What follows belongs to an exercise in optimizing a design on an open flow for small area, a short achievable clock period and few clock cycles per item; a production flow would make more cautious choices.
In this exercise RTL edits were held to simulation tests only and were not proved equivalent to the original.
Power figures rest on the tool's default switching activity, not on a simulated workload.

// b62_codec
module b62_codec (
    input  wire        clk,
    input  wire        rst,
    input  wire        tt_we,
    input  wire [5:0]  tt_addr,
    input  wire [7:0]  tt_data,
    input  wire        enc_start,
    input  wire [15:0] enc_len,
    output wire        enc_idle,
    input  wire        enc_in_valid,
    input  wire [7:0]  enc_in_data,
    output wire        enc_in_ready,
    output wire        enc_out_valid,
    output wire [7:0]  enc_out_sym,
    output wire        enc_out_last,
    input  wire        enc_out_ready,
    input  wire        dec_start,
    input  wire [15:0] dec_len,
    output wire        dec_idle,
    input  wire        dec_in_valid,
    input  wire [7:0]  dec_in_sym,
    output wire        dec_in_ready,
    output wire        dec_out_valid,
    output wire [7:0]  dec_out_data,
    input  wire        dec_out_ready,
    output wire        dec_done,
    output wire        dec_err,
    output wire [15:0] dec_err_idx,
    output wire [15:0] dec_olen
);
Size: about 3,500 cells after synthesis, ~670 flip-flops, ~130 I/O pins, about 0.035 mm^2 of cells after synthesis.
export LEC_CHECK = 0
export CAP_MARGIN = 20
export CORE_MARGIN = 2
export CORE_UTILIZATION = 40
export SETUP_SLACK_MARGIN = 5
export SLEW_MARGIN = 20
create_clock -name core_clock -period 9.0 [get_ports {clk}]
standard.sh (not shown) runs the stock make flow with config.mk's settings and CLKGATE_MAP_FILE= SYNTH_SCRIPT=/design/flow/synth_recipe.tcl, a recipe that flattens the netlist after the stock synthesis.
==> flow/flow/run.sh <==
#!/bin/bash
set -euo pipefail
bash standard.sh SETUP_SLACK_MARGIN=5.7 \
    "BUFFER_PORTS_ARGS=-buffer_cell sky130_fd_sc_hd__buf_2" finish > make.log 2>&1
The starting point finished clean.
Testbench counts at the start, summed over its fixed seeds: cycles 14,069, items 9,181.
Change:
==> flow/run.sh (new file) <==
#!/bin/bash
# synth_recipe.tcl (not shown) runs the flow's synth.tcl, then flattens the netlist and writes it again
# the make line also repeats each setting of config.mk as NAME=value (left out here)
make -C /OpenROAD-flow-scripts/flow DESIGN_CONFIG=/design/flow/config.mk WORK_HOME=/design/flow/orfs CLKGATE_MAP_FILE= SYNTH_SCRIPT=/design/flow/synth_recipe.tcl finish
removed: flow/flow/run.sh
removed: flow/standard.sh
Outcome: Combinational power went up by about 4%; via count decreases by 2.0%; utilization grows by 0.31 points.
Change:
==> flow/flow/run.sh (new file) <==
#!/bin/bash
set -euo pipefail
bash standard.sh SETUP_SLACK_MARGIN=5.7 finish > make.log 2>&1
==> flow/standard.sh (new file) <==
#!/bin/bash
# synth_recipe.tcl (not shown) runs the flow's synth.tcl, then flattens the netlist and writes it again
# the make line also repeats each setting of config.mk as NAME=value (left out here)
make -C /OpenROAD-flow-scripts/flow DESIGN_CONFIG=/design/flow/config.mk WORK_HOME=/design/flow/orfs CLKGATE_MAP_FILE= SYNTH_SCRIPT=/design/flow/synth_recipe.tcl "${@:-finish}"
removed: flow/run.sh
Result:
- The changed run finished with timing, DRC and antenna clean
- combinational power is higher by 4.0%
- global-route usage stays flat
- via count is higher by 0.90%
- core utilization is higher by 1.2 points
- routed wire length is higher by 0.43%
- total power is higher by 4.5%
- worst hold slack is about the same
Change:
==> flow/flow/run.sh (replaced) <==
#!/bin/bash
set -euo pipefail
bash standard.sh SETUP_SLACK_MARGIN=6.2 \
    "BUFFER_PORTS_ARGS=-buffer_cell sky130_fd_sc_hd__buf_2" finish > make.log 2>&1
Outcome:
- fmax went up by roughly a tenth
- synthesized area does not change
- sequential power hardly moves
- wire length climbs by a few percent
- final area increases by a few percent
- setup slack gets better by 0.43 ns


== v53 ==
Another version of the RTL of b62_codec (not shown whole).
Size in the first run: roughly 3100 cells after synthesis, roughly 130 I/O pins, roughly 34000 um2 of cells after synthesis.
==> flow/config.mk <==
export PLATFORM = sky130hd
export DESIGN_NAME = b62_codec
export DESIGN_NICKNAME = b62_codec
export VERILOG_FILES = /design/flow/design.v
export SDC_FILE = /design/flow/constraint.sdc
export NUM_CORES = 4
export LEC_CHECK = 0
export CAP_MARGIN = 20
export CORE_MARGIN = 2
export CORE_UTILIZATION = 55
export CTS_CLUSTER_DIAMETER = 70
export CTS_CLUSTER_SIZE = 30
export SETUP_SLACK_MARGIN = 5
export SLEW_MARGIN = 20
==> flow/constraint.sdc <==
create_clock -name core_clock -period 9.0 [get_ports {clk}]
set_input_delay 1.8000 -clock core_clock [delete_from_list [all_inputs] [get_ports {clk}]]
set_output_delay 1.8000 -clock core_clock [all_outputs]
set_load 0.01 [all_outputs]
==> flow/flow/run.sh <==
#!/bin/bash
set -euo pipefail
bash standard.sh SETUP_SLACK_MARGIN=6.2 \
    "BUFFER_PORTS_ARGS=-buffer_cell sky130_fd_sc_hd__buf_2" finish > make.log 2>&1
v53: all stages complete, timing, DRC and antenna checks passed
Testbench counts of v53, summed over its fixed seeds: cycles 14,069, items 9,181.
Changes in v32 relative to v53:
- clearing CTS_CLUSTER_SIZE, which used to be 30
- clearing CTS_CLUSTER_DIAMETER, which used to be 70
- swapping 55 for 40 in CORE_UTILIZATION
==> comparison <==
v32 went all the way through synthesis, placement and routing and the layout is clean on timing, DRC and antenna. v32 vs v53, critical path's slowest cell: nand3_2 vs nand2_1. Lower cell count among v32 and v53: v53. From v53 to v32 the numbers moved as follows: die area grew by 37%; insertion delay to the later sink of the worst-skew pair grew by 20 ps; clock distribution area overhead in the final layout grew by 2.1 points. Diff v53 -> v32: sum of routed wire segments on met1 picked up an extra 3000 um, fraction of final layout cells with drive strength greater than 1 lost 1.5 points. Routed wire length delta (v32 − v53): favourable. Non-clock buffer count, v32 vs v53: down by more than 10%. More vias were needed by v53 than by v32. A launch point of the worst path of tt_addr[3] is what v32 shows, while tt_addr[2] belongs to v53.
--- input diff v32..v4 ---
- an added CTS_CLUSTER_SIZE of 30
- an added CTS_CLUSTER_DIAMETER of 70
- an added TNS_END_PERCENT of 5
-- flow/flow/run.sh --
<<< v32, line 3
bash standard.sh SETUP_SLACK_MARGIN=6.2 \
>>> v4, line 3
bash standard.sh SETUP_SLACK_MARGIN=6.0 \
Results
Diff v32 -> v4 | non-clock buffer count | down by more than a quarter
Diff v32 -> v4: critical path required time moved up, sequential portion of the cell area moved up, routed wire length moved down.
Type of the worst setup path: in -> reg -> v32, reg -> reg -> v4
Between v32 and v4, the combinational group share of total power does not differ in any meaningful way.
Here is what was changed in the inputs of v19 compared with v4.
- changing TNS_END_PERCENT from 5 to 20
==> notes.md <==
- The layout buffer count excluding clock buffers in v19 sits 12 above the value recorded for v4.
- v19 -> v4: total chip power flat
- Going from v4 to v19, worst-margin pin slew went down 31 ps; cell area now sits higher; clock-buffer cell count about even; multi-input gate area in the final layout increased by 78 um2 relative to the old numbers.


old:
b62_codec, a different RTL version from the one above (not shown whole).
Size in the first run: roughly 3100 cells after synthesis, about 660 flip-flops, ~130 I/O pins, about 34000 um2 of cells after synthesis.
Design b62_codec, start of the top module:
module b62_codec (
    input  wire        clk,
    input  wire        rst,
    input  wire        tt_we,
    input  wire [5:0]  tt_addr,
    input  wire [7:0]  tt_data,
    input  wire        enc_start,
    input  wire [15:0] enc_len,
    output wire        enc_idle,
    input  wire        enc_in_valid,
    input  wire [7:0]  enc_in_data,
    output wire        enc_in_ready,
    output wire        enc_out_valid,
    output wire [7:0]  enc_out_sym,
    output wire        enc_out_last,
    input  wire        enc_out_ready,
    input  wire        dec_start,
    input  wire [15:0] dec_len,
    output wire        dec_idle,
    input  wire        dec_in_valid,
    input  wire [7:0]  dec_in_sym,
    output wire        dec_in_ready,
    output wire        dec_out_valid,
    output wire [7:0]  dec_out_data,
    input  wire        dec_out_ready,
    output wire        dec_done,
    output wire        dec_err,
    output wire [15:0] dec_err_idx,
    output wire [15:0] dec_olen
);
    reg [495:0] alpha;
    genvar g;
    generate
        for (g = 0; g < 62; g = g + 1) begin : g_alpha
            always @(posedge clk) begin
                if (tt_we && tt_addr == g)
                    alpha[g*8 +: 8] <= tt_data;
            end
        end
    endgenerate
    b62_enc u_enc (
        .clk       (clk),
        .rst       (rst),
        .alpha     (alpha),
        .start     (enc_start),
        .len       (enc_len),
        .idle      (enc_idle),
        .in_valid  (enc_in_valid),
        .in_data   (enc_in_data),
        .in_ready  (enc_in_ready),
        .out_valid (enc_out_valid),
        .out_sym   (enc_out_sym),
        .out_last  (enc_out_last),
        .out_ready (enc_out_ready)
    );
    b62_dec u_dec (
        .clk       (clk),
        .rst       (rst),
        .alpha     (alpha),
        .start     (dec_start),
        .len       (dec_len),
        .idle      (dec_idle),
        .in_valid  (dec_in_valid),
  ...
Settings: LEC_CHECK=0, CAP_MARGIN=20, CORE_MARGIN=2, CORE_UTILIZATION=40, SETUP_SLACK_MARGIN=5, SLEW_MARGIN=20; clock period 9.0 ns.
==> flow/flow/run.sh <==
#!/bin/bash
set -euo pipefail
bash standard.sh SETUP_SLACK_MARGIN=6.2 \
    "BUFFER_PORTS_ARGS=-buffer_cell sky130_fd_sc_hd__buf_2" finish > make.log 2>&1
In summary, old completed successfully, with a layout that passed the timing, DRC and antenna checks.
Testbench counts of old, summed over its fixed seeds: cycles 14,069, items 9,181.
The following lists how new was set up differently from old:
- CTS_CLUSTER_DIAMETER now 70, previously not set
- CTS_CLUSTER_SIZE now 30, previously not set
Results
Changes observed in new relative to old: area after synthesis has remained practically unchanged, transition time at the pin with the least slew margin has increased, period utilization has remained practically unchanged, detailed-routing iteration count for the pre-antenna-repair pass has decreased, clock buffer count has decreased.
| final standard cell area without fillers | new vs old | 940 um2 lower |
Summary — clock skew, new relative to old: higher, by 0.016 ns.
new vs. old: clock power now sits lower, fraction of area in multi-input gates went up 0.77 points.


Another version of the RTL of b62_codec (not shown whole).
Size: about 3,000 cells after synthesis, about 34,000 µm² of cells after synthesis.
clock: 9.0 ns
lec_check: 0
cap_margin: 20
core_margin: 2
core_utilization: 40
setup_slack_margin: 5
slew_margin: 20
==> flow/flow/run.sh <==
#!/bin/bash
set -euo pipefail
bash standard.sh SETUP_SLACK_MARGIN=6 finish > make.log 2>&1
The baseline passed the timing, DRC and antenna checks.
Testbench counts at the start, summed over its fixed seeds: cycles 13,877, items 9,181.
==> next run, changes <==
==> flow/run.sh (new file) <==
#!/bin/bash
# synth_recipe.tcl (not shown) runs the flow's synth.tcl, then flattens the netlist and writes it again
# the make line also repeats each setting of config.mk as NAME=value (left out here)
make -C /OpenROAD-flow-scripts/flow DESIGN_CONFIG=/design/flow/config.mk WORK_HOME=/design/flow/orfs CLKGATE_MAP_FILE= SYNTH_SCRIPT=/design/flow/synth_recipe.tcl finish
removed: flow/flow/run.sh
removed: flow/standard.sh
Routed wire length goes down by 9.5%.
Synthesized area does not change.
Final area goes down by 13%.
Setup slack got worse by 0.45 ns.
Total power goes down by 3.3%.
Maximum frequency goes down by 11%.
Sequential power barely changes.
Global-route usage goes down by 2.9 points.

-- re-timing with driven ports --
Ports are ideal in the flow. The routed layouts listed here were re-timed in OpenROAD. Step 1 sets driving cells, clkbuf_16 on the clock port and buf_2 on the other inputs (assumed; they add their load-dependent delay and slew). Step 2 adds t to the input delays and takes it off the output delays; t is the mean of the earliest and latest rising clock arrival at the registers after step 1. Input paths then give back, and output paths get back, about the clock's delay inside the block. Slacks: ideal ports / drivers / drivers and shift; pairs: ideal ports / drivers.
| run | shift t [ns] | setup WS [ns] | hold WS [ns] | worst setup path at the end | pins driven straight from the clock port |
|---|---|---|---|---|---|
| the first run of note 1 | 0.711 | 5.443 / 5.443 / 4.946 | 0.445 / 0.445 / 0.445 | input to register | 1 |
| the second run of note 1 | 0.695 | 4.988 / 4.988 / 4.563 | 0.442 / 0.442 / 0.442 | input to register | 1 |
| the third run of note 1 | 0.705 | 5.495 / 5.492 / 4.787 | 0.440 / 0.440 / 0.440 | input to register | 1 |
| the fourth run of note 1 | 0.698 | 5.924 / 5.928 / 5.253 | 0.448 / 0.448 / 0.448 | input to register | 1 |
| v53 | 0.677 | 5.892 / 5.938 / 5.261 | 0.462 / 0.462 / 0.462 | input to register | 1 |
| v32 | 0.689 | 5.891 / 5.842 / 5.154 | 0.462 / 0.462 / 0.462 | input to register | 1 |
| v4 | 0.673 | 5.756 / 5.756 / 5.176 | 0.455 / 0.455 / 0.455 | input to register | 1 |
| v19 | 0.672 | 5.773 / 5.778 / 5.106 | 0.456 / 0.456 / 0.456 | input to register | 1 |
| old | 0.708 | 5.979 / 5.910 / 5.479 | 0.462 / 0.462 / 0.462 | input to register | 1 |
| new | 0.698 | 5.987 / 5.920 / 5.554 | 0.465 / 0.465 / 0.465 | input to register | 1 |
| the first run of note 4 | 0.705 | 5.350 / 5.350 / 5.196 | 0.452 / 0.452 / 0.452 | input to register | 1 |
| the second run of note 4 | 0.697 | 4.902 / 4.902 / 4.372 | 0.455 / 0.455 / 0.455 | input to register | 1 |
After both steps every run listed still meets setup and hold. The setup slack of v32, which loses most, moves by -0.049 ns with the drivers and by -0.737 ns with both steps.
